This is an optimization exercise on Yosys and OpenROAD, whose aim is small area, not a production implementation. Where RTL was checked, it was by simulation tests only, not by an equivalence proof against the original. The RTL of runs 1 to 4 was laid out without a check of its function.

==> design/flow/constraint.sdc <==
create_clock -name core_clock -period 12.0 [get_ports {clk}]
set_input_delay 2.4000 -clock core_clock [delete_from_list [all_inputs] [get_ports {clk}]]
set_output_delay 2.4000 -clock core_clock [all_outputs]
set_load 0.01 [all_outputs]
==> design/flow/standard.sh <==
#!/bin/bash
# synth_recipe.tcl (not shown) runs the flow's synth.tcl, then flattens the netlist and writes it again
# the make line also repeats each setting of config.mk as NAME=value (left out here)
make -C /OpenROAD-flow-scripts/flow DESIGN_CONFIG=/design/flow/config.mk WORK_HOME=/design/flow/orfs CLKGATE_MAP_FILE= SYNTH_SCRIPT=/design/flow/synth_recipe.tcl "${@:-finish}"
==> design/flow/flow/run.sh <==
#!/bin/bash
# Own flow: the standard synthesis (standard.sh synth), then the combinational
# logic of that netlist re-mapped for area with ABC (deepsyn, then a check by cec) (every register instance is kept
# as it is: same name, same cell), then the standard layout (standard.sh) with
# smaller port buffers and a clock tree of smaller clock buffers.
# Each tool's output goes to a log file of its own in this folder.
set -euo pipefail
W=$PWD
RES=$W/orfs/results/sky130hd/m1h4_core/base
LIB=$FLOW_HOME/platforms/sky130hd/lib/sky130_fd_sc_hd__tt_025C_1v80.lib

export BUFFER_PORTS_ARGS="-buffer_cell sky130_fd_sc_hd__buf_1"
export CTS_ARGS="-sink_clustering_enable -repair_clock_nets -dont_use_dummy_load -buf_list {sky130_fd_sc_hd__clkbuf_8} -sink_clustering_size 16 -sink_clustering_max_diameter 60"

# 1. standard synthesis
bash standard.sh synth > log_1_standard_synth.log 2>&1
cp "$RES/1_2_yosys.v" "$W/standard_1_2_yosys.v"

# 2. area re-mapping of the combinational logic
DU=""
for c in $(grep -o "sky130_fd_sc_hd__lpflow[a-z0-9_]*" "$FLOW_HOME/platforms/sky130hd/config.mk" | sort -u); do
  DU="$DU -dont_use $c"
done
SEQ=$(grep -oE "sky130_fd_sc_hd__[a-z]*df[a-z]*_[0-9]+" "$W/standard_1_2_yosys.v" | sort -u | tr '\n' ' ')
# models of the combinational cells, for the re-mapping to flatten them into gates
yosys -p "read_liberty -ignore_miss_func $LIB; delete $SEQ; write_verilog -noattr $W/comb_cells.v" > log_2_cells.log 2>&1
cat > "$W/resyn.ys" <<EOT
read_liberty -lib $LIB
read_verilog $W/standard_1_2_yosys.v
hierarchy -top $FLOW_TOP
techmap -map $W/comb_cells.v
techmap
opt -fast
abc -showtmp -liberty $LIB $DU -script +strash;&get,-n;&deepsyn,-T,60;&put;&get,-n;&dch,-f;&nf,-R,1000;&put;cec
opt_clean -purge
hilomap -singleton -hicell sky130_fd_sc_hd__conb_1 HI -locell sky130_fd_sc_hd__conb_1 LO
insbuf -buf sky130_fd_sc_hd__buf_4 A X
opt_clean -purge
stat -liberty $LIB
check -assert -mapped
write_verilog -noattr -nohex -nodec $W/resyn_1_2_yosys.v
EOT
yosys -s "$W/resyn.ys" > log_2_resyn.log 2>&1

# keep the re-mapped netlist only if ABC proved it equivalent to the standard one and it
# has exactly the standard registers
reglist() { grep -oE "^ *sky130_fd_sc_hd__[a-z]*df[a-z]*_[0-9]+ +[^ ]+" "$1" | awk '{print $1, $2}' | sort; }
if grep -q "Networks are equivalent" log_2_resyn.log && \
   [[ "$(reglist "$W/standard_1_2_yosys.v")" == "$(reglist "$W/resyn_1_2_yosys.v")" ]]; then
  cp "$W/resyn_1_2_yosys.v" "$RES/1_2_yosys.v"
  rm -f "$RES/1_synth.odb"
  echo "using the re-mapped netlist" > log_2_choice.log
else
  echo "not proved equivalent or register lists differ; using the standard netlist" > log_2_choice.log
fi

# 3. standard layout
bash standard.sh > log_3_layout.log 2>&1
==> design/flow/config.mk <==
export PLATFORM = sky130hd
export DESIGN_NAME = m1h4_core
export DESIGN_NICKNAME = m1h4_core
export VERILOG_FILES = /design/flow/design.v
export SDC_FILE = /design/flow/constraint.sdc
export NUM_CORES = 4
export LEC_CHECK = 0
export CAP_MARGIN = 20
export CORE_MARGIN = 2
export CORE_UTILIZATION = 60
export GPL_TIMING_DRIVEN = 0
export SLEW_MARGIN = 20
==> design/flow/design.v <==
module m1h4_core (
    input              clk,
    input              rst,           
    input      [13:0]  ibound,        
    output     [12:0]  imem_addr,
    input      [111:0] imem_rdata,
    output     [12:0]  dmem_raddr,
    input      [31:0]  dmem_rdata,
    output             dmem_we,
    output     [12:0]  dmem_waddr,
    output     [31:0]  dmem_wdata,
    output             out_valid,
    output     [7:0]   out_byte,
    input              in_valid,
    input      [7:0]   in_byte,
    output             in_ready,
    output             stopped,
    output     [1:0]   cause,
    input      [3:0]   dbg_idx,
    output     [31:0]  dbg_data
);
    localparam [2:0] K_NONE = 3'd0, K_REG = 3'd1, K_ADDR = 3'd2, K_CHAR = 3'd4;
    localparam [3:0] S_CLEAR = 4'd0,  S_FETCH = 4'd1,  S_IWAIT = 4'd2,  S_DEC  = 4'd3,
                     S_A1    = 4'd4,  S_A2    = 4'd5,  S_X0    = 4'd6,  S_X1   = 4'd7,
                     S_X2    = 4'd8,  S_X2B   = 4'd9,  S_X3    = 4'd10, S_PC   = 4'd11,
                     S_HALT  = 4'd15;
    reg  [31:0] ring [0:15];
    reg  [3:0]  phase;
    reg  [3:0]  state;
    reg  [12:0] T;
    reg  [12:0] F;
    reg         flag;
    reg         stopped_q;
    reg  [1:0]  cause_q;
    wire [3:0]  op = imem_rdata[111:108];
    wire [2:0]  k0 = imem_rdata[107:105];
    wire [2:0]  k1 = imem_rdata[104:102];
    wire [2:0]  k2 = imem_rdata[101:99];
    wire [31:0] v0 = imem_rdata[95:64];
    wire [31:0] v1 = imem_rdata[63:32];
    wire [31:0] v2 = imem_rdata[31:0];
    wire o_jump  = (op == 4'd1);
    wire o_cond  = (op == 4'd2);
    wire o_move  = (op == 4'd3);
    wire o_add   = (op == 4'd4);
    wire o_sub   = (op == 4'd5);
    wire o_write = (op == 4'd6);
    wire o_read  = (op == 4'd7);
    wire o_load  = (op == 4'd8);
    wire o_store = (op == 4'd9);
    wire o_push  = (op == 4'd10);
    wire o_pop   = (op == 4'd11);
    wire o_break = (op == 4'd12);
    wire o_addsub = o_add | o_sub;
    reg hdr_ok;
    always @(*) begin
        case (imem_rdata[111:96])
            16'h1200, 16'h1400,
            16'h2200, 16'h2600, 16'h2400,
            16'h3240, 16'h32C0, 16'h3280, 16'h3440, 16'h34C0, 16'h3480,
            16'h4248, 16'h4258, 16'h4250, 16'h42C8, 16'h42D8, 16'h42D0,
            16'h4288, 16'h4298, 16'h4290,
            16'h5248, 16'h5258, 16'h5250, 16'h52C8, 16'h52D8, 16'h52D0,
            16'h5288, 16'h5298, 16'h5290,
            16'h6800, 16'h6600, 16'h6200,
            16'h7200,
            16'h8240, 16'h82C0,
            16'h9240, 16'h92C0, 16'h9640, 16'h96C0,
            16'hA200, 16'hA600,
            16'hB200,
            16'hC000:
                hdr_ok = 1'b1;
            default:
                hdr_ok = 1'b0;
        endcase
    end
    wire slot0_ok = (k0 == K_NONE) ? (v0 == 32'd0) :
                    (k0 == K_REG)  ? (v0[31:4] == 28'd0) :
                    (k0 == K_CHAR) ? (v0[31:8] == 24'd0) : 1'b1;
    wire slot1_ok = (k1 == K_NONE) ? (v1 == 32'd0) :
                    (k1 == K_REG)  ? (v1[31:4] == 28'd0) :
                    (k1 == K_CHAR) ? (v1[31:8] == 24'd0) : 1'b1;
    wire slot2_ok = (k2 == K_NONE) ? (v2 == 32'd0) :
                    (k2 == K_REG)  ? (v2[31:4] == 28'd0) :
                    (k2 == K_CHAR) ? (v2[31:8] == 24'd0) : 1'b1;
    wire well_formed = hdr_ok && slot0_ok && slot1_ok && slot2_ok;
    wire need_c1 = o_jump | o_load | o_store | o_push | o_pop |
                   (o_cond & (k0 == K_ADDR)) | ((o_move | o_addsub) & (k1 == K_ADDR));
    wire need_c2 = (o_move & (k0 == K_ADDR)) | (o_addsub & (k2 == K_ADDR));
    wire wr_reg  = (o_move & (k0 == K_REG)) | o_addsub | o_read | o_load | o_pop;
    wire [3:0] dst  = v0[3:0];
    wire a_is_d   = (k1 == K_REG) & (v1[3:0] == dst);
    wire b_is_d   = (k2 == K_REG) & (v2[3:0] == dst);
    wire one_step = (o_add & (a_is_d | b_is_d)) | (o_sub & b_is_d);
    wire neg_step = o_sub & a_is_d & !b_is_d;    
    reg  [1:0] sl;                          
    reg        s_r, s_v, s_m, s_t, s_in;    
    reg        q_d, q_1, q_inv, c_in;       
    reg        t_en, wen, chk;
    wire [2:0]  ksl = (sl == 2'd0) ? k0 : (sl == 2'd1) ? k1 : k2;
    wire [31:0] vsl = (sl == 2'd0) ? v0 : (sl == 2'd1) ? v1 : v2;
    task automatic by_kind;
        begin
            if (ksl == K_REG)       s_r = 1'b1;
            else if (ksl == K_ADDR) s_m = 1'b1;
            else                    s_v = 1'b1;
        end
    endtask
    wire [1:0] x1_sl = o_addsub ? ((one_step & !(o_add & a_is_d)) ? 2'd1 : 2'd2) :
                       (o_cond | o_write | o_push) ? 2'd0 : 2'd1;
    wire [1:0] c1_sl = (o_jump | o_cond | o_store) ? 2'd0 : 2'd1;
    always @(*) begin
        sl = x1_sl; s_r = 1'b0; s_v = 1'b0; s_m = 1'b0; s_t = 1'b0; s_in = 1'b0;
        q_d = 1'b0; q_1 = 1'b0; q_inv = 1'b0; c_in = 1'b0;
        t_en = 1'b0; wen = 1'b0; chk = 1'b0;
        case (state)
            S_CLEAR: wen = 1'b1;                        
            S_FETCH: s_r = 1'b1;                        
            S_A1: begin                                 
                t_en = 1'b1; chk = 1'b1;
                sl = c1_sl;
                if (o_push | o_pop) begin
                    s_r = 1'b1; q_inv = o_pop;          
                end else if (ksl == K_REG) s_r = 1'b1;
                else                       s_v = 1'b1;
            end
            S_A2: begin                                 
                t_en = 1'b1; chk = 1'b1;
                sl = o_move ? 2'd0 : 2'd2;
                s_v = 1'b1;
            end
            S_X1: begin
                if (o_read) begin
                    s_in = 1'b1; t_en = in_valid;
                end else
                    by_kind;
            end
            S_X2: begin                                 
                if (o_load | o_pop) s_m = 1'b1;
                else if (o_read)    s_t = 1'b1;
                else                by_kind;
                q_d   = o_addsub & (one_step | neg_step);
                q_inv = o_sub & (one_step | neg_step);
                c_in  = o_sub & (one_step | neg_step);
                wen   = wr_reg & (phase == dst);
            end
            S_X2B: begin                                
                sl = 2'd1;
                if (!neg_step) by_kind;
                q_d   = 1'b1;
                q_inv = o_sub;
                c_in  = o_sub;
                wen   = (phase == dst);
            end
            S_X3: begin
                s_r   = 1'b1;
                q_1   = o_push;
                q_inv = o_pop;
                wen   = (o_push | o_pop) & (phase == 4'd15);
            end
            S_PC: begin
                sl    = 2'd0;
                if (o_jump) begin
                    if (k0 == K_REG) s_r = 1'b1; else s_v = 1'b1;
                end else begin
                    s_r = 1'b1; q_1 = 1'b1; c_in = o_cond & flag;
                end
                wen   = (phase == 4'd14);
            end
            default: ;
        endcase
    end
    reg  [3:0]  rsel;
    wire [3:0]  rpos = stopped_q ? (dbg_idx - phase) : rsel;
    wire [31:0] R    = ring[rpos];
    wire [31:0] S = ({32{s_r}} & R) | ({32{s_v}} & vsl) | ({32{s_m}} & dmem_rdata) |
                    {19'd0, {13{s_t}} & T} | {24'd0, {8{s_in}} & in_byte};
    wire [31:0] Q = (({32{q_d}} & ring[0]) | {31'd0, q_1}) ^ {32{q_inv}};
    wire [31:0] W = S + Q + {31'd0, c_in};
    wire lt_ib  = (W[31:14] == 18'd0) && (W[13:0] < ibound);
    wire lt_cap = (W[31:13] == 19'd0);
    wire dvalid = !lt_ib && lt_cap;
    integer i;
    always @(posedge clk) begin
        for (i = 0; i < 15; i = i + 1)
            ring[i] <= ring[i + 1];
        ring[15] <= wen ? W : ring[0];
    end
    always @(posedge clk) begin
        if (rst) phase <= 4'd0;
        else     phase <= phase + 4'd1;
    end
    always @(posedge clk)
        if (t_en) T <= W[12:0];
    always @(posedge clk)
        if (state == S_FETCH) F <= W[12:0];
    always @(posedge clk)
        if (state == S_X1) flag <= (S != 32'd0);
    reg  [3:0] state_n;
    reg        stop_n;
    reg  [1:0] cause_n;
    always @(*) begin
        state_n = state;
        stop_n  = 1'b0;
        cause_n = 2'd0;
        case (state)
            S_CLEAR: if (phase == 4'd15) state_n = S_FETCH;
            S_FETCH: begin
                if (lt_ib) state_n = S_IWAIT;
                else begin stop_n = 1'b1; cause_n = 2'd1; end
            end
            S_IWAIT: state_n = S_DEC;
            S_DEC: begin
                if (op == 4'd0)        begin stop_n = 1'b1; cause_n = 2'd3; end
                else if (!well_formed) begin stop_n = 1'b1; cause_n = 2'd1; end
                else if (o_break)      begin stop_n = 1'b1; cause_n = 2'd0; end
                else if (need_c1)      state_n = S_A1;
                else if (need_c2)      state_n = S_A2;
                else                   state_n = S_X0;
            end
            S_A1: begin
                if (o_jump ? !lt_ib : !dvalid) begin
                    stop_n = 1'b1; cause_n = o_jump ? 2'd1 : 2'd2;
                end else if (o_jump) state_n = S_PC;
                else if (need_c2)    state_n = S_A2;
                else                 state_n = S_X0;
            end
            S_A2: begin
                if (!dvalid) begin stop_n = 1'b1; cause_n = 2'd2; end
                else         state_n = S_X0;
            end
            S_X0:  state_n = S_X1;
            S_X1:  if (!o_read || in_valid) state_n = S_X2;
            S_X2:  if (!wr_reg || phase == dst)
                       state_n = (o_addsub & !one_step) ? S_X2B : S_X3;
            S_X2B: if (phase == dst) state_n = S_X3;
            S_X3:  if (!(o_push | o_pop) || phase == 4'd15) state_n = S_PC;
            S_PC:  if (phase == 4'd14) state_n = S_FETCH;
            default: state_n = S_HALT;
        endcase
        if (stop_n) state_n = S_HALT;
    end
    reg [3:0] ridx_n;
    always @(*) begin
        case (state_n)
            S_FETCH:       ridx_n = 4'd14;
            S_X3:          ridx_n = 4'd15;
            S_PC:          ridx_n = o_jump ? v0[3:0] : 4'd14;
            S_A1:          ridx_n = (o_push | o_pop) ? 4'd15 :
                                    (c1_sl == 2'd0) ? v0[3:0] : v1[3:0];
            S_X2B:         ridx_n = v1[3:0];
            default:       ridx_n = (x1_sl == 2'd0) ? v0[3:0] :
                                    (x1_sl == 2'd1) ? v1[3:0] : v2[3:0];
        endcase
    end
    always @(posedge clk)
        rsel <= ridx_n + ~phase;                  
    always @(posedge clk) begin
        if (rst) begin
            state     <= S_CLEAR;
            stopped_q <= 1'b0;
        end else begin
            state <= state_n;
            if (stop_n) begin
                stopped_q <= 1'b1;
                cause_q   <= cause_n;
            end
        end
    end
    assign imem_addr  = F;
    assign dmem_raddr = (o_load | o_pop) ? T : vsl[12:0];
    assign dmem_we    = (state == S_X1) & (o_store | o_push | (o_move & (k0 == K_ADDR)));
    assign dmem_waddr = T;
    assign dmem_wdata = S;
    assign out_valid  = (state == S_X1) & o_write;
    assign out_byte   = S[7:0];
    assign in_ready   = (state == S_X1) & o_read;
    assign stopped    = stopped_q;
    assign cause      = cause_q;
    assign dbg_data   = R;
endmodule
==> notes.md, run 1 <==
* Detailed-route vias per instance at 6.703
* Top achievable clock speed at 0.06592 GHz
* Number of nets produced by synthesis at 1977
* Smallest setup slack after layout at -3.170 ns
* Cell with the largest stage delay on the worst path: sky130_fd_sc_hd__a222oi_1
* Depth of the worst register-to-register path at 72
* Remaining global-route overflow at 0
* Routed Antenna Nets at 0
* Worst Path Required at 12.46 ns
* Critical path peak fanout at 7
* Max-slew headroom at 0.2779
* Most common cell on crit path: sky130_fd_sc_hd__maj3_2
* Setup Skew at 0.06432 ns
* Result of the run: finished with violations
* Buffers from clock root to sink, at most at 3
* Share of cells above drive strength 1 at 0.2044
* Crit path capture type: register
* Class of the most critical setup path: in -> reg
* Starting Density at 0.6118
* Class of the worst hold path: reg -> reg
* Leading cell type in the layout, fill and taps excluded: sky130_fd_sc_hd__dfxtp_1
* Final worst-path cycle share at 1.264
* Highest-count cells in the layout ignoring fill and taps: sky130_fd_sc_hd__dfxtp_1, sky130_fd_sc_hd__buf_1, sky130_fd_sc_hd__buf_4
* Antenna violations before repair at 10
* Tightest hold margin at 0.2896 ns
* Ports placed on the boundary at 290
* Routed wire length at 74240 um
* Overall track demand over capacity in global routing at 0.4250
* Count of input and output buffers at 289
* Largest net degree at the start of global routing at 34
* Number of endpoints failing setup at the final stage at 45
* Total number of vias at 18.04k
* H-Tree Level Count at 2
* Number of remaining DRC errors at 0
* CTS tree: done
* Avg WL per Cell at 27.59 um
* Hold Fails Final Rpt at 0
* Synthesis-to-finish area growth at 25.77%
* Unrepaired setup endpoints after global routing: yes
* Placed wire-length estimate at 48070 um
* Number of clock sinks seen by CTS at 554
* Synthesized area per cell at 10.73 um^2
* Nets at 2460
* Number of hold buffers added after cts at 0
* Insertion delay of the later-clocked pin in the worst-skew pair at 0.61 ns
* Final weighted congestion in routability-driven placement at 0.9768
* Delay contributed by the slowest stage of the critical path at 0.49 ns
* Placed Area at 22050 um^2
* Vias in the first global route at 17.25k
* Causes of the layout check failure: negative setup slack
* # Max-Cap Violations at 0
* Max Transition Viols Final at 0
* Slew @ Worst Pin at 1.077 ns
* Crit path DAT at 15.63 ns
* Number of filler cells placed in the layout at 2170
* Clock slew seen by the registers of the worst setup and hold paths at 0.10 ns
* Gate count of the mapped netlist at 1804
* Cell Area, Synth at 19360 um^2
* Startpoint types: input pin
* TritonCTS buffer count at 41
* Count of routing violations after the opening detailed-route iteration at 2369
* Fin area at 24340 um^2
* Die boundary height at 183.6 um
* Horizontal extent of the die at 183.6 um
* Library cell used as clock root buffer: sky130_fd_sc_hd__clkbuf_8
* Time the final worst path needs with I/O delays and setup at 15.17 ns
* Total negative setup slack at -100.33 ns
* Router iterations before antenna repair at 9
* Core ar. at 31640 um^2
* Area of the die at 33710 um^2
* First-pass GRT wire length at 106100 um
* # rows at 65
* Worst hold path depth at 0
* Post-Place Worst Slack at -5.944 ns
* Number of warnings issued by yosys at 2
## metal layers
layer	up-vias	routed length (um)	GRT usage
met5	-	59	0
met4	10	4762	0.2442
met3	340	9476	0.1187
met2	1405	32730	0.6681
met1	8590	27210	0.5264
li1	7692	-	-
## state kept, by name, summed over array words and instances, names as in the netlist
name / count
F: 13
T: 13
cause_q: 2
flag: 1
phase: 4
ring: 512
rsel: 4
state: 4
stopped_q: 1
## through the flow
step	std cells	util
floorplan	1804	-
global placement	2495	0.6743
detailed placement	2523	0.6969
CTS	2655	0.7516
global route	2689	0.7693
finish	2691	0.7695
## layout make-up
cell class / count / area, um^2 / share of cell area
Sequential cell: 554 / 11380 / 0.4675
Multi-Input combinational cell: 1127 / 8335 / 0.3424
Timing Repair Buffer: 431 / 2729 / 0.1121
Buffer: 85 / 638.1 / 0.02621
Clock buffer: 41 / 564.3 / 0.02318
Tap cell: 402 / 503.0 / 0.02066
Inverter: 47 / 182.7 / 0.007504
Antenna cell: 4 / 10.01 / 0.0004112
## final timing paths
| kind | slack (ns) | endpoint | startpoint |
|---|---|---|---|
| setup / recovery | -3.17 | rsel[3] | imem_rdata[35] |
| hold / removal | 0.29 | ring[0][6] | ring[1][6] |
| setup reg to reg | -2.09 | rsel[3] | state[1] |
| hold reg to reg | 0.29 | ring[0][6] | ring[1][6] |
## critical path, delay by kind of cell
kind                       cells  cell delay [ns]
and+or+nand+nor               34             4.79
adders and majority gates     12             3.78
buffers and inverters          3             0.28
xor gates and xnor gates       4             0.57
AOI/OAI and AO/OA             20             3.74
## repair_timing
| item | in CTS | in global routing |
|---|---|---|
| endpoints found under the setup margin | 45 | 45 |
| setup buffers | 83 | 34 |
| resized for setup | 94 | 77 |
| endpoints found under the hold margin | 0 | 0 |
| pin swaps | 89 | 68 |
| cloned | 8 | 1 |
==> run 2: changes to the inputs <==
--- a/design/flow/design.v
+++ b/design/flow/design.v
@@ -172,4 +172,4 @@
     end
-    reg  [3:0]  rsel;
-    wire [3:0]  rpos = stopped_q ? (dbg_idx - phase) : rsel;
+    reg  [3:0]  ridx_n;
+    wire [3:0]  rpos = (stopped_q ? dbg_idx : ridx_n) - phase;
     wire [31:0] R    = ring[rpos];
@@ -242,5 +242,4 @@
     end
-    reg [3:0] ridx_n;
-    always @(*) begin
-        case (state_n)
+    always @(*) begin
+        case (state)
             S_FETCH:       ridx_n = 4'd14;
@@ -255,4 +254,2 @@
     end
-    always @(posedge clk)
-        rsel <= ridx_n + ~phase;                  
     always @(posedge clk) begin
==> notes.md, run 2 <==
* Result of the run: finished with violations
* Causes of the layout check failure: negative setup slack
* Placed Area at 21900 um^2
* Synthesized area per cell at 10.47 um^2
* Number of remaining DRC errors at 0
* Max reg flops at 512
* Top achievable clock speed at 0.06347 GHz
* Unrepaired setup endpoints after global routing: yes
* Count of input and output buffers at 289
* Final worst-path cycle share at 1.313
* Worst Path Required at 12.44 ns
* Total negative setup slack at -51.37 ns
* Post-Place Worst Slack at -7.506 ns
* Highest layer used for signal routing: met5
* Register cell area after layout at 11300 um^2
* Routed Antenna Nets at 0
* H-Tree Level Count at 2
* Count of routing violations after the opening detailed-route iteration at 2435
* Multi-input combinational cell area at 7991 um^2
* Gate count of the mapped netlist at 1841
* Die boundary height at 183.3 um
* Setup Skew at 0.05161 ns
* Largest net degree at the start of global routing at 29
* Final antenna diode count at 0
* Wire length on met3 at 8035 um
* Number of clock sinks seen by CTS at 550
* TritonCTS buffer count at 41
* Register ranked first by flip-flop count: ring
* Slew @ Worst Pin at 1.035 ns
* Total number of vias at 17.89k
* Crit path DAT at 16.19 ns
* Most common cell on crit path: sky130_fd_sc_hd__maj3_2
* Detailed-route vias per instance at 6.540
* Starting Density at 0.6094
* Remaining global-route overflow at 0
* Buffers from clock root to sink, at most at 3
* Delay contributed by the slowest stage of the critical path at 0.53 ns
* Sum of met2 wire segment lengths after detailed routing at 31300 um
* First-pass GRT wire length at 103900 um
* CTS tree: done
* Synthesis-to-finish area growth at 25.21%
* Library cell used as clock root buffer: sky130_fd_sc_hd__clkbuf_8
* Avg WL per Cell at 26.35 um
* Hold Fails Final Rpt at 0
* Kind of cell adding the most delay to the critical path: adder cells
* Ports placed on the boundary at 290
* Share of cells above drive strength 1 at 0.1911
* Cell with the largest stage delay on the worst path: sky130_fd_sc_hd__or4b_4
* Largest registers: ring x512, F x13, T x13
* Vias in the first global route at 16.85k
* Leading cell type in the layout, fill and taps excluded: sky130_fd_sc_hd__dfxtp_1
* Cell Area, Synth at 19280 um^2
* Smallest setup slack after layout at -3.756 ns
* Class of the worst hold path: reg -> reg
* Final weighted congestion in routability-driven placement at 0.9719
* Time the final worst path needs with I/O delays and setup at 15.76 ns
* Horizontal extent of the die at 183.3 um
* Max-slew headroom at 0.3099
* Placed wire-length estimate at 48660 um
* Number of nets produced by synthesis at 2014
* # Max-Cap Violations at 0
* Max Transition Viols Final at 0
* Wl on met1 at 27300 um
* Fin area at 24140 um^2
* Startpoint types: input pin
* Class of the most critical setup path: in -> reg
* Number of endpoints failing setup at the final stage at 22
* # rows at 65
* Utilization after layout at 0.7630
* Minimum setup slack among reg-to-reg paths at -2.62 ns
* Overall track demand over capacity in global routing at 0.4164
* Insertion delay of the later-clocked pin in the worst-skew pair at 0.61 ns
* Number of warnings issued by yosys at 2
* Number of filler cells placed in the layout at 2249
* Critical path peak fanout at 23
* Antenna violations before repair at 2
* Highest-count cells in the layout ignoring fill and taps: sky130_fd_sc_hd__dfxtp_1, sky130_fd_sc_hd__buf_1, sky130_fd_sc_hd__buf_4
* Routed wire length at 72110 um
* Clock slew seen by the registers of the worst setup and hold paths at 0.10 ns
* Router iterations before antenna repair at 9
* Crit path capture type: register
* Nets at 2509
* Area of the die at 33580 um^2
* Buffering stage count on the worst path with inverters included at 10
* Core ar. at 31640 um^2
[run 2: worst register-to-register path, delay by kind of cell, from the launching register on]
| family | cells | cell delay, ns |
|---|---|---|
| buffers and inverters | 5 | 0.66 |
| and+or+nand+nor | 24 | 3.26 |
| AOI/OAI and AO/OA | 19 | 3.38 |
| xor gates and xnor gates | 2 | 0.47 |
| adders and majority gates | 20 | 6.07 |
| DFF | 1 | 0.63 |
[run 2: final timing paths]
path / start / endpoint / cells after the start
setup / recovery: imem_rdata[34] / state[3] / 71
hold / removal: ring[6][5] / ring[5][5] / 0
setup reg to reg: state[2] / state[3] / 70
hold reg to reg: ring[6][5] / ring[5][5] / 0
[run 2: area by class of cell]
type / count / share of cell area
sequential: 550 / 0.4681
multi-input combinational: 1140 / 0.3311
timing repair buffer: 450 / 0.1187
buffer: 85 / 0.02643
clock buffer: 41 / 0.02338
tap: 402 / 0.02084
inverter: 68 / 0.01145
[run 2: per-layer routing]
| metal | vias to the layer above | GRT usage |
|---|---|---|
| li1 | 7753 | - |
| met1 | 8548 | 0.5273 |
| met2 | 1288 | 0.6455 |
| met3 | 301 | 0.09948 |
| met4 | 4 | 0.2595 |
| met5 | - | 0 |
[run 2: timing repair]
action | in CTS | in global routing
setup endpoints to repair | 40 | 24
resized for setup | 121 | 46
hold buffers | 0 | 0
gates cloned | 2 | 1
setup buffers | 113 | 30
pin swaps | 74 | 58
[run 2: stage by stage]
step	hold slack (ns)	instances
after global placement	0.3275	2532
after detailed placement	0.3307	2568
final	0.3251	2736
after CTS	0.3306	2717
after floorplan	0.3246	1841
after global routing	0.3317	2736
==> run 3: changes to the inputs <==
--- a/design/flow/design.v
+++ b/design/flow/design.v
@@ -93,4 +93,6 @@
     wire b_is_d   = (k2 == K_REG) & (v2[3:0] == dst);
-    wire one_step = (o_add & (a_is_d | b_is_d)) | (o_sub & b_is_d);
-    wire neg_step = o_sub & a_is_d & !b_is_d;    
+    wire one_step_d = (o_add & (a_is_d | b_is_d)) | (o_sub & b_is_d);
+    wire neg_step_d = o_sub & a_is_d & !b_is_d;  
+    wire s2_first_d = !(one_step_d & !(o_add & a_is_d));    
+    reg  one_step, neg_step, s2_first;           
     reg  [1:0] sl;                          
@@ -108,3 +110,3 @@
     endtask
-    wire [1:0] x1_sl = o_addsub ? ((one_step & !(o_add & a_is_d)) ? 2'd1 : 2'd2) :
+    wire [1:0] x1_sl = o_addsub ? (s2_first ? 2'd2 : 2'd1) :
                        (o_cond | o_write | o_push) ? 2'd0 : 2'd1;
@@ -172,4 +174,4 @@
     end
-    reg  [3:0]  ridx_n;
-    wire [3:0]  rpos = (stopped_q ? dbg_idx : ridx_n) - phase;
+    reg  [3:0]  rsel;
+    wire [3:0]  rpos = stopped_q ? (dbg_idx - phase) : rsel;
     wire [31:0] R    = ring[rpos];
@@ -179,5 +181,7 @@
     wire [31:0] W = S + Q + {31'd0, c_in};
-    wire lt_ib  = (W[31:14] == 18'd0) && (W[13:0] < ibound);
-    wire lt_cap = (W[31:13] == 19'd0);
-    wire dvalid = !lt_ib && lt_cap;
+    wire        pop_chk = o_pop & (state == S_A1);
+    wire [14:0] ib_p   = {1'b0, ibound} + {14'd0, pop_chk};
+    wire        lt_ib  = (S[31:14] == 18'd0) && ({1'b0, S[13:0]} < ib_p);
+    wire        lt_cap = (S[31:13] == 19'd0) || (pop_chk && S == 32'd8192);
+    wire        dvalid = !lt_ib && lt_cap;
     integer i;
@@ -195,3 +199,9 @@
     always @(posedge clk)
-        if (state == S_FETCH) F <= W[12:0];
+        if (state == S_FETCH) F <= S[12:0];
+    always @(posedge clk)
+        if (state == S_DEC) begin
+            one_step <= one_step_d;
+            neg_step <= neg_step_d;
+            s2_first <= s2_first_d;
+        end
     always @(posedge clk)
@@ -242,4 +252,5 @@
     end
-    always @(*) begin
-        case (state)
+    reg [3:0] ridx_n;
+    always @(*) begin
+        case (state_n)
             S_FETCH:       ridx_n = 4'd14;
@@ -254,2 +265,4 @@
     end
+    always @(posedge clk)
+        rsel <= ridx_n + ~phase;                  
     always @(posedge clk) begin
==> notes.md, run 3 <==
* Number of endpoints failing setup at the final stage at 10
* Setup Skew at 0.09245 ns
* Register ranked first by flip-flop count: ring
* Slew @ Worst Pin at 1.262 ns
* TritonCTS buffer count at 43
* Smallest setup slack after layout at -3.042 ns
* CTS tree: done
* Library cell used as clock root buffer: sky130_fd_sc_hd__clkbuf_8
* Leading cell type in the layout, fill and taps excluded: sky130_fd_sc_hd__dfxtp_1
* Synthesis-to-finish area growth at 22.71%
* Count of input and output buffers at 289
* H-Tree Level Count at 2
* Crit path DAT at 15.62 ns
* Crit path capture type: register
* Max reg flops at 512
* Post-Place Worst Slack at -5.401 ns
* Detailed-route vias per instance at 6.657
* Number of remaining DRC errors at 0
* Top achievable clock speed at 0.06648 GHz
* Worst hold path depth at 0
* Insertion delay of the later-clocked pin in the worst-skew pair at 0.64 ns
* Number of hold buffers added after cts at 0
* Capture instance of the worst register-to-register path: ring[15][31]
* Antenna violations before repair at 4
* Hold Fails Final Rpt at 0
* Clock slew seen by the registers of the worst setup and hold paths at 0.10 ns
* Result of the run: finished with violations
* Vias in the first global route at 17.66k
* Number of clock sinks seen by CTS at 557
* Router iterations before antenna repair at 8
* Ports placed on the boundary at 290
* Class of the worst hold path: reg -> reg
* Unrepaired setup endpoints after global routing: yes
* Critical R2R Launch: state[1]
* Core ar. at 32450 um^2
* Die boundary height at 185.2 um
* Routed wire length at 76150 um
* # rows at 66
* Gate count of the mapped netlist at 1876
* Total number of vias at 18.54k
* Overall track demand over capacity in global routing at 0.4342
* Final worst-path cycle share at 1.253
* Max Transition Viols Final at 0
* Area of the die at 34300 um^2
* Time the final worst path needs with I/O delays and setup at 15.04 ns
* Worst Path Required at 12.58 ns
* Cell Area, Synth at 19700 um^2
* Nets at 2516
* Minimum setup slack among reg-to-reg paths at -2.43 ns
* Placed Area at 22310 um^2
* Placed wire-length estimate at 50300 um
* Total negative setup slack at -17.81 ns
* Final weighted congestion in routability-driven placement at 0.9708
* Avg WL per Cell at 27.34 um
* Depth of the worst register-to-register path at 69
* Startpoint types: input pin
* Most common cell on crit path: sky130_fd_sc_hd__maj3_2
* Largest registers: ring x512, F x13, T x13
* WHS Endpoint: ring[11][26]
* # Max-Cap Violations at 0
* Highest-count cells in the layout ignoring fill and taps: sky130_fd_sc_hd__dfxtp_1, sky130_fd_sc_hd__buf_1, sky130_fd_sc_hd__buf_4
* Causes of the layout check failure: negative setup slack
* Starting Density at 0.6069
* Largest net degree at the start of global routing at 45
* Buffers from clock root to sink, at most at 3
* Fin area at 24170 um^2
* Class of the most critical setup path: in -> reg
* Critical path peak fanout at 4
* Horizontal extent of the die at 185.2 um
* Delay contributed by the slowest stage of the critical path at 0.38 ns
* Number of warnings issued by yosys at 2
* Utilization after layout at 0.7448
* Number of nets produced by synthesis at 2049
* Cell with the largest stage delay on the worst path: sky130_fd_sc_hd__maj3_2
* Synthesized area per cell at 10.50 um^2
* Number of filler cells placed in the layout at 2370
* Count of routing violations after the opening detailed-route iteration at 3117
* Routed Antenna Nets at 0
* Max-slew headroom at 0.1510
* First-pass GRT wire length at 109000 um
* Remaining global-route overflow at 0
* Share of cells above drive strength 1 at 0.1653
* Worst hold path startpoint: ring[12][26]
## run 3: final cells by class
| type | instances | area [um^2] | share of cell area |
|---|---|---|---|
| antenna | 2 | 5.005 | 0.0002071 |
| buffer | 85 | 638.1 | 0.02640 |
| clock buffer | 43 | 591.8 | 0.02448 |
| inverter | 48 | 186.4 | 0.007713 |
| multi-input combinational | 1193 | 8238 | 0.3408 |
| sequential | 557 | 11470 | 0.4746 |
| tap | 442 | 553.0 | 0.02288 |
| timing repair buffer | 415 | 2489 | 0.1030 |
## run 3: worst max-delay path, delay by kind of cell
family                     cells  cell delay [ns]
adders and majority gates     13             4.38
AOI/OAI and AO/OA             22             3.49
and+or+nand+nor               22             2.74
xor gates and xnor gates      12             1.73
buffers and inverters          7             0.85
## run 3: what timing repair did
action | CTS | global route
cloned | 8 | 0
gates resized for setup | 69 | 22
setup buffers | 86 | 20
hold endpoints to repair | 0 | 0
endpoints found under the setup margin | 18 | 12
pin swaps | 66 | 53
## run 3: worst max path at each step
stage                     from           end  cells past startpoint
2_1_floorplan  imem_rdata[108]  ring[15][31]                     68
3_3_place_gp   imem_rdata[110]  ring[15][31]                     68
3_5_place_dp   imem_rdata[110]  ring[15][31]                     67
4_1_cts             dbg_idx[1]  ring[15][31]                     75
5_1_grt             dbg_idx[1]  ring[15][31]                     74
6_report            dbg_idx[1]  ring[15][31]                     76
## run 3: routing by layer
metal	routed length (um)	track usage
met5	8	0
met1	27830	0.5534
met2	33190	0.6584
met4	5284	0.2746
met3	9835	0.1129
## run 3: stage by stage
stage / std cells / hold WS [ns]
2_1_floorplan: 1876 / 0.3241
4_1_cts: 2767 / 0.3083
6_report: 2785 / 0.3099
3_3_place_gp: 2607 / 0.3291
3_5_place_dp: 2633 / 0.3309
5_1_grt: 2784 / 0.3125
==> run 4: changes to the inputs <==
--- a/design/flow/design.v
+++ b/design/flow/design.v
@@ -93,6 +93,5 @@
     wire b_is_d   = (k2 == K_REG) & (v2[3:0] == dst);
-    wire one_step_d = (o_add & (a_is_d | b_is_d)) | (o_sub & b_is_d);
-    wire neg_step_d = o_sub & a_is_d & !b_is_d;  
-    wire s2_first_d = !(one_step_d & !(o_add & a_is_d));    
-    reg  one_step, neg_step, s2_first;           
+    wire one_step = (o_add & (a_is_d | b_is_d)) | (o_sub & b_is_d);
+    wire neg_step = o_sub & a_is_d & !b_is_d;    
+    wire s2_first = !(one_step & !(o_add & a_is_d));    
     reg  [1:0] sl;                          
@@ -101,11 +100,3 @@
     reg        t_en, wen, chk;
-    wire [2:0]  ksl = (sl == 2'd0) ? k0 : (sl == 2'd1) ? k1 : k2;
     wire [31:0] vsl = (sl == 2'd0) ? v0 : (sl == 2'd1) ? v1 : v2;
-    task automatic by_kind;
-        begin
-            if (ksl == K_REG)       s_r = 1'b1;
-            else if (ksl == K_ADDR) s_m = 1'b1;
-            else                    s_v = 1'b1;
-        end
-    endtask
     wire [1:0] x1_sl = o_addsub ? (s2_first ? 2'd2 : 2'd1) :
@@ -114,4 +105,2 @@
     always @(*) begin
-        sl = x1_sl; s_r = 1'b0; s_v = 1'b0; s_m = 1'b0; s_t = 1'b0; s_in = 1'b0;
-        q_d = 1'b0; q_1 = 1'b0; q_inv = 1'b0; c_in = 1'b0;
         t_en = 1'b0; wen = 1'b0; chk = 1'b0;
@@ -119,53 +108,72 @@
             S_CLEAR: wen = 1'b1;                        
-            S_FETCH: s_r = 1'b1;                        
+            S_A1, S_A2: begin t_en = 1'b1; chk = 1'b1; end
+            S_X1:  t_en = o_read & in_valid;
+            S_X2:  wen = wr_reg & (phase == dst);
+            S_X2B: wen = (phase == dst);
+            S_X3:  wen = (o_push | o_pop) & (phase == 4'd15);
+            S_PC:  wen = (phase == 4'd14);
+            default: ;
+        endcase
+    end
+    reg  [1:0] sl_n;
+    reg        s_r_n, s_v_n, s_m_n, s_t_n, s_in_n;
+    reg        q_d_n, q_1_n, q_inv_n, c_in_n;
+    reg  [2:0] ksl_n;
+    wire [3:0] st_c = rst ? S_CLEAR : state_n;
+    always @(*) begin
+        sl_n = x1_sl;
+        case (st_c)
+            S_A1:        sl_n = c1_sl;
+            S_A2:        sl_n = o_move ? 2'd0 : 2'd2;
+            S_X2B, S_PC: sl_n = (st_c == S_PC) ? 2'd0 : 2'd1;
+            default: ;
+        endcase
+        ksl_n = (sl_n == 2'd0) ? k0 : (sl_n == 2'd1) ? k1 : k2;
+        s_r_n = 1'b0; s_v_n = 1'b0; s_m_n = 1'b0; s_t_n = 1'b0; s_in_n = 1'b0;
+        q_d_n = 1'b0; q_1_n = 1'b0; q_inv_n = 1'b0; c_in_n = 1'b0;
+        case (st_c)
+            S_FETCH: s_r_n = 1'b1;                      
             S_A1: begin                                 
-                t_en = 1'b1; chk = 1'b1;
-                sl = c1_sl;
                 if (o_push | o_pop) begin
-                    s_r = 1'b1; q_inv = o_pop;          
-                end else if (ksl == K_REG) s_r = 1'b1;
-                else                       s_v = 1'b1;
-            end
-            S_A2: begin                                 
-                t_en = 1'b1; chk = 1'b1;
-                sl = o_move ? 2'd0 : 2'd2;
-                s_v = 1'b1;
-            end
+                    s_r_n = 1'b1; q_inv_n = o_pop;      
+                end else if (ksl_n == K_REG) s_r_n = 1'b1;
+                else                         s_v_n = 1'b1;
+            end
+            S_A2: s_v_n = 1'b1;                         
             S_X1: begin
-                if (o_read) begin
-                    s_in = 1'b1; t_en = in_valid;
-                end else
-                    by_kind;
+                if (o_read)                  s_in_n = 1'b1;
+                else if (ksl_n == K_REG)     s_r_n = 1'b1;
+                else if (ksl_n == K_ADDR)    s_m_n = 1'b1;
+                else                         s_v_n = 1'b1;
             end
             S_X2: begin                                 
-                if (o_load | o_pop) s_m = 1'b1;
-                else if (o_read)    s_t = 1'b1;
-                else                by_kind;
-                q_d   = o_addsub & (one_step | neg_step);
-                q_inv = o_sub & (one_step | neg_step);
-                c_in  = o_sub & (one_step | neg_step);
-                wen   = wr_reg & (phase == dst);
+                if (o_load | o_pop)          s_m_n = 1'b1;
+                else if (o_read)             s_t_n = 1'b1;
+                else if (ksl_n == K_REG)     s_r_n = 1'b1;
+                else if (ksl_n == K_ADDR)    s_m_n = 1'b1;
+                else                         s_v_n = 1'b1;
+                q_d_n   = o_addsub & (one_step | neg_step);
+                q_inv_n = o_sub & (one_step | neg_step);
+                c_in_n  = o_sub & (one_step | neg_step);
             end
             S_X2B: begin                                
-                sl = 2'd1;
-                if (!neg_step) by_kind;
-                q_d   = 1'b1;
-                q_inv = o_sub;
-                c_in  = o_sub;
-                wen   = (phase == dst);
+                if (neg_step)                ;
+                else if (ksl_n == K_REG)     s_r_n = 1'b1;
+                else if (ksl_n == K_ADDR)    s_m_n = 1'b1;
+                else                         s_v_n = 1'b1;
+                q_d_n   = 1'b1;
+                q_inv_n = o_sub;
+                c_in_n  = o_sub;
             end
             S_X3: begin
-                s_r   = 1'b1;
-                q_1   = o_push;
-                q_inv = o_pop;
-                wen   = (o_push | o_pop) & (phase == 4'd15);
+                s_r_n   = 1'b1;
+                q_1_n   = o_push;
+                q_inv_n = o_pop;
             end
             S_PC: begin
-                sl    = 2'd0;
                 if (o_jump) begin
-                    if (k0 == K_REG) s_r = 1'b1; else s_v = 1'b1;
+                    if (k0 == K_REG) s_r_n = 1'b1; else s_v_n = 1'b1;
                 end else begin
-                    s_r = 1'b1; q_1 = 1'b1; c_in = o_cond & flag;
+                    s_r_n = 1'b1; q_1_n = 1'b1; c_in_n = o_cond & flag;
                 end
-                wen   = (phase == 4'd14);
             end
@@ -173,2 +181,7 @@
         endcase
+    end
+    always @(posedge clk) begin
+        sl <= sl_n;
+        s_r <= s_r_n; s_v <= s_v_n; s_m <= s_m_n; s_t <= s_t_n; s_in <= s_in_n;
+        q_d <= q_d_n; q_1 <= q_1_n; q_inv <= q_inv_n; c_in <= c_in_n;
     end
@@ -201,8 +214,2 @@
     always @(posedge clk)
-        if (state == S_DEC) begin
-            one_step <= one_step_d;
-            neg_step <= neg_step_d;
-            s2_first <= s2_first_d;
-        end
-    always @(posedge clk)
         if (state == S_X1) flag <= (S != 32'd0);
==> notes.md, run 4 <==
* Result of the run: finished with violations
* Causes of the layout check failure: negative setup slack
* First-pass GRT wire length at 105700 um
* Largest net degree at the start of global routing at 38
* Cell with the largest stage delay on the worst path: sky130_fd_sc_hd__maj3_2
* Insertion delay of the later-clocked pin in the worst-skew pair at 0.63 ns
* Share of cells above drive strength 1 at 0.1696
* Die boundary height at 184.8 um
* Count of input and output buffers at 289
* Number of warnings issued by yosys at 2
* Register ranked first by flip-flop count: ring
* Smallest setup slack after layout at -1.776 ns
* Count of routing violations after the opening detailed-route iteration at 2406
* Class of the most critical setup path: in -> reg
* Utilization after layout at 0.7481
* Library cell used as clock root buffer: sky130_fd_sc_hd__clkbuf_8
* Routed Antenna Nets at 0
* Final worst-path cycle share at 1.148
* Number of endpoints failing setup at the final stage at 6
* Number of filler cells placed in the layout at 2345
* Synthesis-to-finish area growth at 23.43%
* Highest-count cells in the layout ignoring fill and taps: sky130_fd_sc_hd__dfxtp_1, sky130_fd_sc_hd__buf_1, sky130_fd_sc_hd__nand2_1
* Depth of the worst register-to-register path at 68
* Avg WL per Cell at 26.23 um
* Delay contributed by the slowest stage of the critical path at 0.37 ns
* Vias in the first global route at 17.42k
* Clock slew seen by the registers of the worst setup and hold paths at 0.11 ns
* TritonCTS buffer count at 44
* Overall track demand over capacity in global routing at 0.4204
* Number of clock sinks seen by CTS at 565
* Slew @ Worst Pin at 1.217 ns
* Nets at 2534
* Ports placed on the boundary at 290
* Worst Path Required at 12.52 ns
* Largest registers: ring x512, F x13, T x13
* Startpoint types: input pin
* Area of the die at 34160 um^2
* Total negative setup slack at -6.717 ns
* Antenna violations before repair at 3
* Max reg flops at 512
* Gate count of the mapped netlist at 1855
* Detailed-route vias per instance at 6.484
* # Max-Cap Violations at 0
* Crit path DAT at 14.30 ns
* Starting Density at 0.6061
* Post-Place Worst Slack at -4.362 ns
* Number of hold buffers added after cts at 0
* Most common cell on crit path: sky130_fd_sc_hd__maj3_2
* Time the final worst path needs with I/O delays and setup at 13.78 ns
* Buffers from clock root to sink, at most at 3
* Router iterations before antenna repair at 13
* Unrepaired setup endpoints after global routing: yes
* Routed wire length at 73540 um
* Setup Skew at 0.08757 ns
* CTS tree: done
* Cell Area, Synth at 19620 um^2
* Placed wire-length estimate at 49170 um
* Core ar. at 32370 um^2
* Synthesized area per cell at 10.58 um^2
* Remaining global-route overflow at 0
* Total number of vias at 18.18k
* Critical path peak fanout at 5
* Number of remaining DRC errors at 0
* Class of the worst hold path: reg -> reg
* Top achievable clock speed at 0.07259 GHz
* Horizontal extent of the die at 184.8 um
* Final weighted congestion in routability-driven placement at 0.9833
* Crit path capture type: register
* Tightest hold margin at 0.3065 ns
* H-Tree Level Count at 2
* Max-slew headroom at 0.1814
* Leading cell type in the layout, fill and taps excluded: sky130_fd_sc_hd__dfxtp_1
* Hold Fails Final Rpt at 0
* Worst hold path depth at 0
* Max Transition Viols Final at 0
* # rows at 66
* Number of nets produced by synthesis at 2028
## run 4: changes by cell type in the layout (fill, tap and decap cells not counted), moves of 12 or more
cell and delta:
sky130_fd_sc_hd__a222oi_1 -25, sky130_fd_sc_hd__a22oi_1 +16, sky130_fd_sc_hd__nor2_1 -43, sky130_fd_sc_hd__nand2_1 +54, sky130_fd_sc_hd__mux2i_1 +14, sky130_fd_sc_hd__a21oi_1 -35
sky130_fd_sc_hd__a31oi_1 -12, sky130_fd_sc_hd__o21ai_0 +15, sky130_fd_sc_hd__o22a_1 +16, sky130_fd_sc_hd__a211oi_1 -13, sky130_fd_sc_hd__buf_4 +38
## run 4: repair_timing
item / CTS / global route
pin swaps: 57 / 46
gates resized for setup: 41 / 15
setup buffers: 117 / 21
setup endpoints to repair: 11 / 8
cloned: 1 / 0
## run 4: layout make-up
cell class                 instances  area, um^2  area share
sequential                       565       11610      0.4793
multi-input combinational       1165        7807      0.3224
timing repair buffer             459        2841      0.1173
buffer                            85       638.1     0.02635
clock buffer                      44       605.6     0.02501
tap                              442       553.0     0.02284
inverter                          41       156.4    0.006459
antenna                            3       7.507   0.0003100
## run 4: stage by stage
step | instance area, um^2 | std cells
finish | 24220 | 2804
global route | 24210 | 2803
CTS | 23960 | 2780
detailed placement | 22260 | 2618
global placement | 21520 | 2586
floorplan | 19880 | 1855
## run 4: path summary, 6_finish.rpt
| path | startpoint | end | slack (ns) |
|---|---|---|---|
| setup / recovery | dbg_idx[0] | ring[15][31] | -1.78 |
| hold / removal | ring[10][2] | ring[9][2] | 0.31 |
| hold reg to reg | ring[10][2] | ring[9][2] | 0.31 |
| setup reg to reg | phase[1] | ring[15][31] | -0.52 |
## run 4: critical path, delay by kind of cell
kind | cells | cell delay, ns
simple gates | 26 | 3.22
buf+inv | 4 | 0.40
compound gates | 23 | 4.00
xor+xnor | 6 | 0.98
fa+ha+maj | 10 | 3.27
## run 4: metal layers
layer	routed length, um	track usage	part of all wire
met1	27440	0.5220	0.37
met2	33590	0.6867	0.46
met3	8693	0.09831	0.12
met4	3816	0.2140	0.052
met5	0	0	0
==> run 5: changes to the inputs <==
--- a/design/flow/design.v
+++ b/design/flow/design.v
@@ -32,2 +32,4 @@
     reg         flag;
+    reg         settled;                    
+    reg         c16_q;                      
     reg         stopped_q;
@@ -110,6 +112,6 @@
             S_X1:  t_en = o_read & in_valid;
-            S_X2:  wen = wr_reg & (phase == dst);
-            S_X2B: wen = (phase == dst);
-            S_X3:  wen = (o_push | o_pop) & (phase == 4'd15);
-            S_PC:  wen = (phase == 4'd14);
+            S_X2:  wen = wr_reg & (phase == dst) & settled;
+            S_X2B: wen = (phase == dst) & settled;
+            S_X3:  wen = (o_push | o_pop) & (phase == 4'd15) & settled;
+            S_PC:  wen = (phase == 4'd14) & settled;
             default: ;
@@ -193,3 +195,10 @@
     wire [31:0] Q = (({32{q_d}} & ring[0]) | {31'd0, q_1}) ^ {32{q_inv}};
-    wire [31:0] W = S + Q + {31'd0, c_in};
+    wire [15:0] Q1  = (({16{q_d}} & ring[1][15:0]) | {15'd0, q_1}) ^ {16{q_inv}};
+    wire [16:0] lo1 = {1'b0, S[15:0]} + {1'b0, Q1} + {16'd0, c_in};
+    wire [16:0] lo  = {1'b0, S[15:0]} + {1'b0, Q[15:0]} + {16'd0, c_in};
+    wire        c16 = c16_q & (q_d | q_1 | q_inv | c_in);   
+    wire [15:0] hi  = S[31:16] + Q[31:16] + {15'd0, c16};
+    wire [31:0] W   = {hi, lo[15:0]};
+    always @(posedge clk)
+        c16_q <= lo1[16];
     wire        pop_chk = o_pop & (state == S_A1);
@@ -250,7 +259,7 @@
             S_X1:  if (!o_read || in_valid) state_n = S_X2;
-            S_X2:  if (!wr_reg || phase == dst)
+            S_X2:  if (!wr_reg || (phase == dst && settled))
                        state_n = (o_addsub & !one_step) ? S_X2B : S_X3;
-            S_X2B: if (phase == dst) state_n = S_X3;
-            S_X3:  if (!(o_push | o_pop) || phase == 4'd15) state_n = S_PC;
-            S_PC:  if (phase == 4'd14) state_n = S_FETCH;
+            S_X2B: if (phase == dst && settled) state_n = S_X3;
+            S_X3:  if (!(o_push | o_pop) || (phase == 4'd15 && settled)) state_n = S_PC;
+            S_PC:  if (phase == 4'd14 && settled) state_n = S_FETCH;
             default: state_n = S_HALT;
@@ -280,2 +289,3 @@
             state <= state_n;
+            settled <= (state_n == state);
             if (stop_n) begin
==> notes.md, run 5 <==
* Final worst-path cycle share at 0.9648
* Slew @ Worst Pin at 1.101 ns
* Starting Density at 0.6056
* Leading cell type in the layout, fill and taps excluded: sky130_fd_sc_hd__dfxtp_1
* Gate count of the mapped netlist at 1965
* Setup Skew at 0.1045 ns
* Antenna violations before repair at 2
* Largest net degree at the start of global routing at 32
* CTS tree: done
* Largest registers: ring x512, F x13, T x13
* Delay contributed by the slowest stage of the critical path at 0.76 ns
* Ports placed on the boundary at 290
* Insertion delay of the later-clocked pin in the worst-skew pair at 0.64 ns
* Top achievable clock speed at 0.08637 GHz
* H-Tree Level Count at 2
* Result of the run: complete, no violations
* Hold Fails Final Rpt at 0
* Clock slew seen by the registers of the worst setup and hold paths at 0.09 ns
* Startpoint types: input pin
* First-pass GRT wire length at 105700 um
* Area of the die at 35160 um^2
* Number of endpoints failing setup at the final stage at 0
* Max Transition Viols Final at 0
* Class of the most critical setup path: in -> reg
* Cell with the largest stage delay on the worst path: sky130_fd_sc_hd__nor2_2
* Number of filler cells placed in the layout at 2652
* Number of remaining DRC errors at 0
* Vias in the first global route at 17.69k
* Time the final worst path needs with I/O delays and setup at 11.58 ns
* # rows at 67
* WHS Endpoint: ring[1][1]
* Worst hold path depth at 0
* # Max-Cap Violations at 0
* Number of placed cells counting well taps at 2738
* Smallest setup slack after layout at 0.4218 ns
* Crit path DAT at 12.09 ns
* Die boundary height at 187.5 um
* Utilization after layout at 0.7015
* Total negative setup slack at 0 ns
* Nets at 2519
* Router iterations before antenna repair at 10
* Routed wire length at 70750 um
* Number of warnings issued by yosys at 2
* Crit path capture type: register
* Horizontal extent of the die at 187.5 um
* TritonCTS buffer count at 44
* Critical R2R Launch: phase[0]
* Remaining global-route overflow at 0
* Minimum setup slack among reg-to-reg paths at 1.81 ns
* Cell Area, Synth at 20210 um^2
* Number of nets produced by synthesis at 2138
* Buffers from clock root to sink, at most at 3
* Unrepaired setup endpoints after global routing: no
* Worst hold path startpoint: ring[2][1]
* Max reg flops at 512
* Worst Path Required at 12.51 ns
* Post-Layout Cell Count at 2794
* Number of clock sinks seen by CTS at 567
* Depth of the worst register-to-register path at 36
* Core ar. at 33360 um^2
* Highest-count cells in the layout ignoring fill and taps: sky130_fd_sc_hd__dfxtp_1, sky130_fd_sc_hd__buf_1, sky130_fd_sc_hd__nand2_1
* Most common cell on crit path: sky130_fd_sc_hd__maj3_1
* Total number of vias at 18.26k
* Count of input and output buffers at 289
* Library cell used as clock root buffer: sky130_fd_sc_hd__clkbuf_8
* Avg WL per Cell at 25.32 um
* Share of cells above drive strength 1 at 0.08874
* Register ranked first by flip-flop count: ring
* Detailed-route vias per instance at 6.536
* Critical path peak fanout at 14
* Synthesis-to-finish area growth at 15.83%
* Class of the worst hold path: reg -> reg
* Placed wire-length estimate at 51030 um
* Max-slew headroom at 0.2582
* Post-Place Worst Slack at -1.580 ns
* Capture instance of the worst register-to-register path: ring[15][31]
* Synthesized area per cell at 10.28 um^2
* Count of routing violations after the opening detailed-route iteration at 2720
* Routed Antenna Nets at 0
* Overall track demand over capacity in global routing at 0.3940
* Final weighted congestion in routability-driven placement at 1.001
-- run 5: repair_timing --
item / CTS / global route
hold buffers: 0 / 0
setup endpoints to repair: 6 / 4
gates cloned: 1 / 0
pin swaps: 0 / 1
gates resized for setup: 6 / 6
setup buffers: 0 / 8
-- run 5: cell type report --
cell class / count / area [um^2] / share of cell area
antenna: 2 / 5.005 / 0.0002138
buffer: 85 / 638.1 / 0.02726
clock buffer: 44 / 605.6 / 0.02587
inverter: 81 / 305.3 / 0.01304
multi-input combinational: 1233 / 7831 / 0.3346
sequential: 567 / 11660 / 0.4981
tap: 448 / 560.5 / 0.02395
timing repair buffer: 334 / 1802 / 0.07698
-- run 5: metal layers --
metal / up-vias / wire length [um] / GRT usage
met1: 8735 / 27140 / 0.5132
met5: - / 0 / 0
met4: 0 / 3906 / 0.2002
li1: 8018 / - / -
met3: 231 / 8072 / 0.08254
met2: 1278 / 31640 / 0.6250
-- run 5: per-stage QoR --
step / hold slack [ns] / instance area [um^2]
finish: 0.3242 / 23400
global route: 0.3219 / 23400
global placement: 0.3302 / 21850
detailed placement: 0.3372 / 22630
floorplan: 0.3259 / 20210
CTS: 0.3138 / 23270
-- run 5: worst max path at each step --
| stage | start | to | slack (ns) | cells past startpoint |
|---|---|---|---|---|
| 6_report | dbg_idx[0] | ring[15][31] | 0.42 | 37 |
| 5_1_grt | dbg_idx[0] | q_inv | 0.03 | 48 |
| 4_1_cts | dbg_idx[0] | q_inv | 0.08 | 48 |
| 3_5_place_dp | dbg_idx[0] | q_inv | -1.58 | 48 |
| 3_3_place_gp | dbg_idx[0] | q_inv | -4.42 | 44 |
| 2_1_floorplan | dbg_idx[0] | ring[15][15] | 0.45 | 36 |
-- run 5: critical path: cells and delay by family --
family	cells	cell delay, ns
compound gates	4	1.34
xor+xnor	2	0.53
fa+ha+maj	12	4.23
buf+inv	8	0.66
simple gates	11	2.89
==> run 6: changes to the inputs <==
--- a/design/flow/flow/run.sh
+++ b/design/flow/flow/run.sh
@@ -35,4 +35,6 @@
 opt_clean -purge
+rename -hide w:_*
+opt_clean -purge
 hilomap -singleton -hicell sky130_fd_sc_hd__conb_1 HI -locell sky130_fd_sc_hd__conb_1 LO
-insbuf -buf sky130_fd_sc_hd__buf_4 A X
+insbuf -buf sky130_fd_sc_hd__buf_1 A X
 opt_clean -purge
==> notes.md, run 6 <==
* Depth of the worst register-to-register path at 36
* Synthesis-to-finish area growth at 15.84%
* CTS tree: done
* Number of endpoints failing setup at the final stage at 0
* Buffers from clock root to sink, at most at 3
* # rows at 66
* First-pass GRT wire length at 103700 um
* Cell Area, Synth at 19600 um^2
* Top achievable clock speed at 0.08585 GHz
* Cell with the largest stage delay on the worst path: sky130_fd_sc_hd__nor2_2
* Horizontal extent of the die at 184.7 um
* Number of stages on the worst setup path at 37
* Final weighted congestion in routability-driven placement at 0.9588
* Critical R2R Launch: phase[1]
* Register ranked first by flip-flop count: ring
* Post-Place Worst Slack at -1.072 ns
* Routed Antenna Nets at 0
* Number of remaining DRC errors at 0
* Clock slew seen by the registers of the worst setup and hold paths at 0.09 ns
* Remaining global-route overflow at 0
* Area of the die at 34130 um^2
* Worst setup path startpoint: dbg_idx[0]
* Final worst-path cycle share at 0.9706
* Class of the most critical setup path: in -> reg
* Tightest hold margin at 0.2672 ns
* Overall track demand over capacity in global routing at 0.4091
* Worst hold path startpoint: ring[8][1]
* Buffering stage count on the worst path with inverters included at 8
* TritonCTS buffer count at 44
* Count of input and output buffers at 289
* Number of nets produced by synthesis at 2061
* Leading cell type in the layout, fill and taps excluded: sky130_fd_sc_hd__dfxtp_1
* Antenna violations before repair at 3
* Vias in the first global route at 17.06k
* Share of cells above drive strength 1 at 0.05221
* Result of the run: complete, no violations
* Unrepaired setup endpoints after global routing: no
* Crit path DAT at 12.13 ns
* Total number of vias at 17.94k
* Multi-input combinational cell area at 7839 um^2
* Worst hold path depth at 0
* Gate count of the mapped netlist at 1888
* Starting Density at 0.6054
* Largest net degree at the start of global routing at 32
* Worst Path Required at 12.49 ns
* Time the final worst path needs with I/O delays and setup at 11.65 ns
* Routed wire length at 71340 um
* Startpoint types: input pin
* Most common cell on crit path: sky130_fd_sc_hd__maj3_1
* Count of routing violations after the opening detailed-route iteration at 2356
* Placed Area at 21980 um^2
* Hold Fails Final Rpt at 0
* Max reg flops at 512
* Number of warnings issued by yosys at 2
* Router iterations before antenna repair at 6
* Highest-count cells in the layout ignoring fill and taps: sky130_fd_sc_hd__dfxtp_1, sky130_fd_sc_hd__buf_1, sky130_fd_sc_hd__nand2_1
* Setup Skew at 0.1176 ns
* Insertion delay of the later-clocked pin in the worst-skew pair at 0.63 ns
* Class of the worst hold path: reg -> reg
* Slew @ Worst Pin at 1.196 ns
* Largest registers: ring x512, F x13, T x13
* Fin area at 22700 um^2
* Crit path capture type: register
* Kind of cell adding the most delay to the critical path: adder cells
* Placed wire-length estimate at 51710 um
* Max Transition Viols Final at 0
* Delay contributed by the slowest stage of the critical path at 0.72 ns
* # Max-Cap Violations at 0
* Utilization after layout at 0.7013
* Die boundary height at 184.7 um
* Number of hold buffers added after cts at 0
* Nets at 2435
* Detailed-route vias per instance at 6.634
* Core ar. at 32370 um^2
* Max-slew headroom at 0.1956
* Critical path peak fanout at 14
* Number of filler cells placed in the layout at 2603
* Library cell used as clock root buffer: sky130_fd_sc_hd__clkbuf_8
* Avg WL per Cell at 26.38 um
* H-Tree Level Count at 2
* Ports placed on the boundary at 290
* Register cell area after layout at 11660 um^2
* Number of clock sinks seen by CTS at 567
* Synthesized area per cell at 10.38 um^2
* Smallest setup slack after layout at 0.3524 ns
## run 6: cell types whose count changed in the layout (fill, tap and decap cells not counted), moves of 2 or more
cell                     previous run  this run
sky130_fd_sc_hd__buf_1            289       297
sky130_fd_sc_hd__buf_12             7         3
sky130_fd_sc_hd__buf_4            103        15
sky130_fd_sc_hd__buf_8              3         1
sky130_fd_sc_hd__nor4_1            31        29
sky130_fd_sc_hd__nor4_2             0         2
## run 6: cell type report
type                            count  area share
Sequential cell                   567      0.5135
Multi-Input combinational cell   1233      0.3453
Timing Repair Buffer              327     0.07523
Clock buffer                       44     0.02667
Tap cell                          442     0.02436
Inverter                           81     0.01345
Buffer                              8    0.001323
Antenna cell                        2   0.0002204
## run 6: worst register-to-register path, delay by kind of cell, from the launching register on
kind,cells,cell delay (ns)
XOR/XNOR,2,0.56
AND/OR/NAND/NOR,10,2.75
flip-flops,1,0.53
buffers and inverters,8,0.76
adder cells (fa/ha/maj),12,4.23
AO/OA/AOI/OAI,4,1.37
## run 6: final timing paths
| kind | endpoint | slack [ns] |
|---|---|---|
| setup / recovery | ring[15][31] | 0.35 |
| hold / removal | ring[7][1] | 0.27 |
| setup reg to reg | ring[15][31] | 1.78 |
| hold reg to reg | ring[7][1] | 0.27 |
## run 6: timing repair
action	4_1_cts	5_1_grt
buffers inserted	0	4
setup endpoints to repair	3	3
pin swaps	0	1
resized for setup	4	6
gates cloned	0	1
endpoints found under the hold margin	0	0
## run 6: through the flow
stage               instances  TNS [ns]
floorplan                1888         0
global placement         2619   -158.53
detailed placement       2652    -3.432
CTS                      2696         0
global route             2703         0
finish                   2704         0
## run 6: routing by layer
layer / GRT usage / wire length [um]
met1: 0.5134 / 27230
met2: 0.6492 / 31560
met3: 0.1045 / 8539
met4: 0.2187 / 4006
met5: 0 / 0

-- afterwards: timing with drivers on the ports --
The flow's constraints put no driver on any port. The routed layouts listed below were extracted and timed again, unchanged, in two steps. Step 1 sets driving cells, clkbuf_16 on the clock port and buf_2 on the other inputs (assumed; they add their load-dependent delay and slew). Step 2 times the ports against the registers' clock, not the clock port: input delays grow and output delays shrink by t, the midpoint of the rising clock arrivals with the driver on. Slacks: ideal / step 1 / step 2; pairs: ideal / step 1.
run | t (ns) | setup slack, ns | worst hold slack (ns) | worst register clock-pin slew, ns | worst data-port slew with drivers (ns)
run 1 | 0.625 | -3.170 / -3.164 / -3.789 | 0.290 / 0.290 / 0.290 | 0.10 / 0.10 | 0.08
run 2 | 0.634 | -3.756 / -3.753 / -4.387 | 0.325 / 0.325 / 0.325 | 0.11 / 0.11 | 0.10
run 3 | 0.647 | -3.042 / -3.039 / -3.686 | 0.310 / 0.310 / 0.310 | 0.10 / 0.10 | 0.10
run 4 | 0.637 | -1.776 / -1.757 / -2.395 | 0.307 / 0.307 / 0.307 | 0.11 / 0.11 | 0.11
run 5 | 0.639 | 0.422 / 0.444 / -0.196 | 0.324 / 0.324 / 0.324 | 0.11 / 0.11 | 0.05
run 6 | 0.621 | 0.352 / 0.380 / -0.241 | 0.267 / 0.267 / 0.267 | 0.10 / 0.10 | 0.10
Met with ideal ports but missed after step 2: setup timing in run 5 and run 6. The setup slack of run 3, which loses most, moves by +0.003 ns with the drivers and by -0.644 ns with both steps.
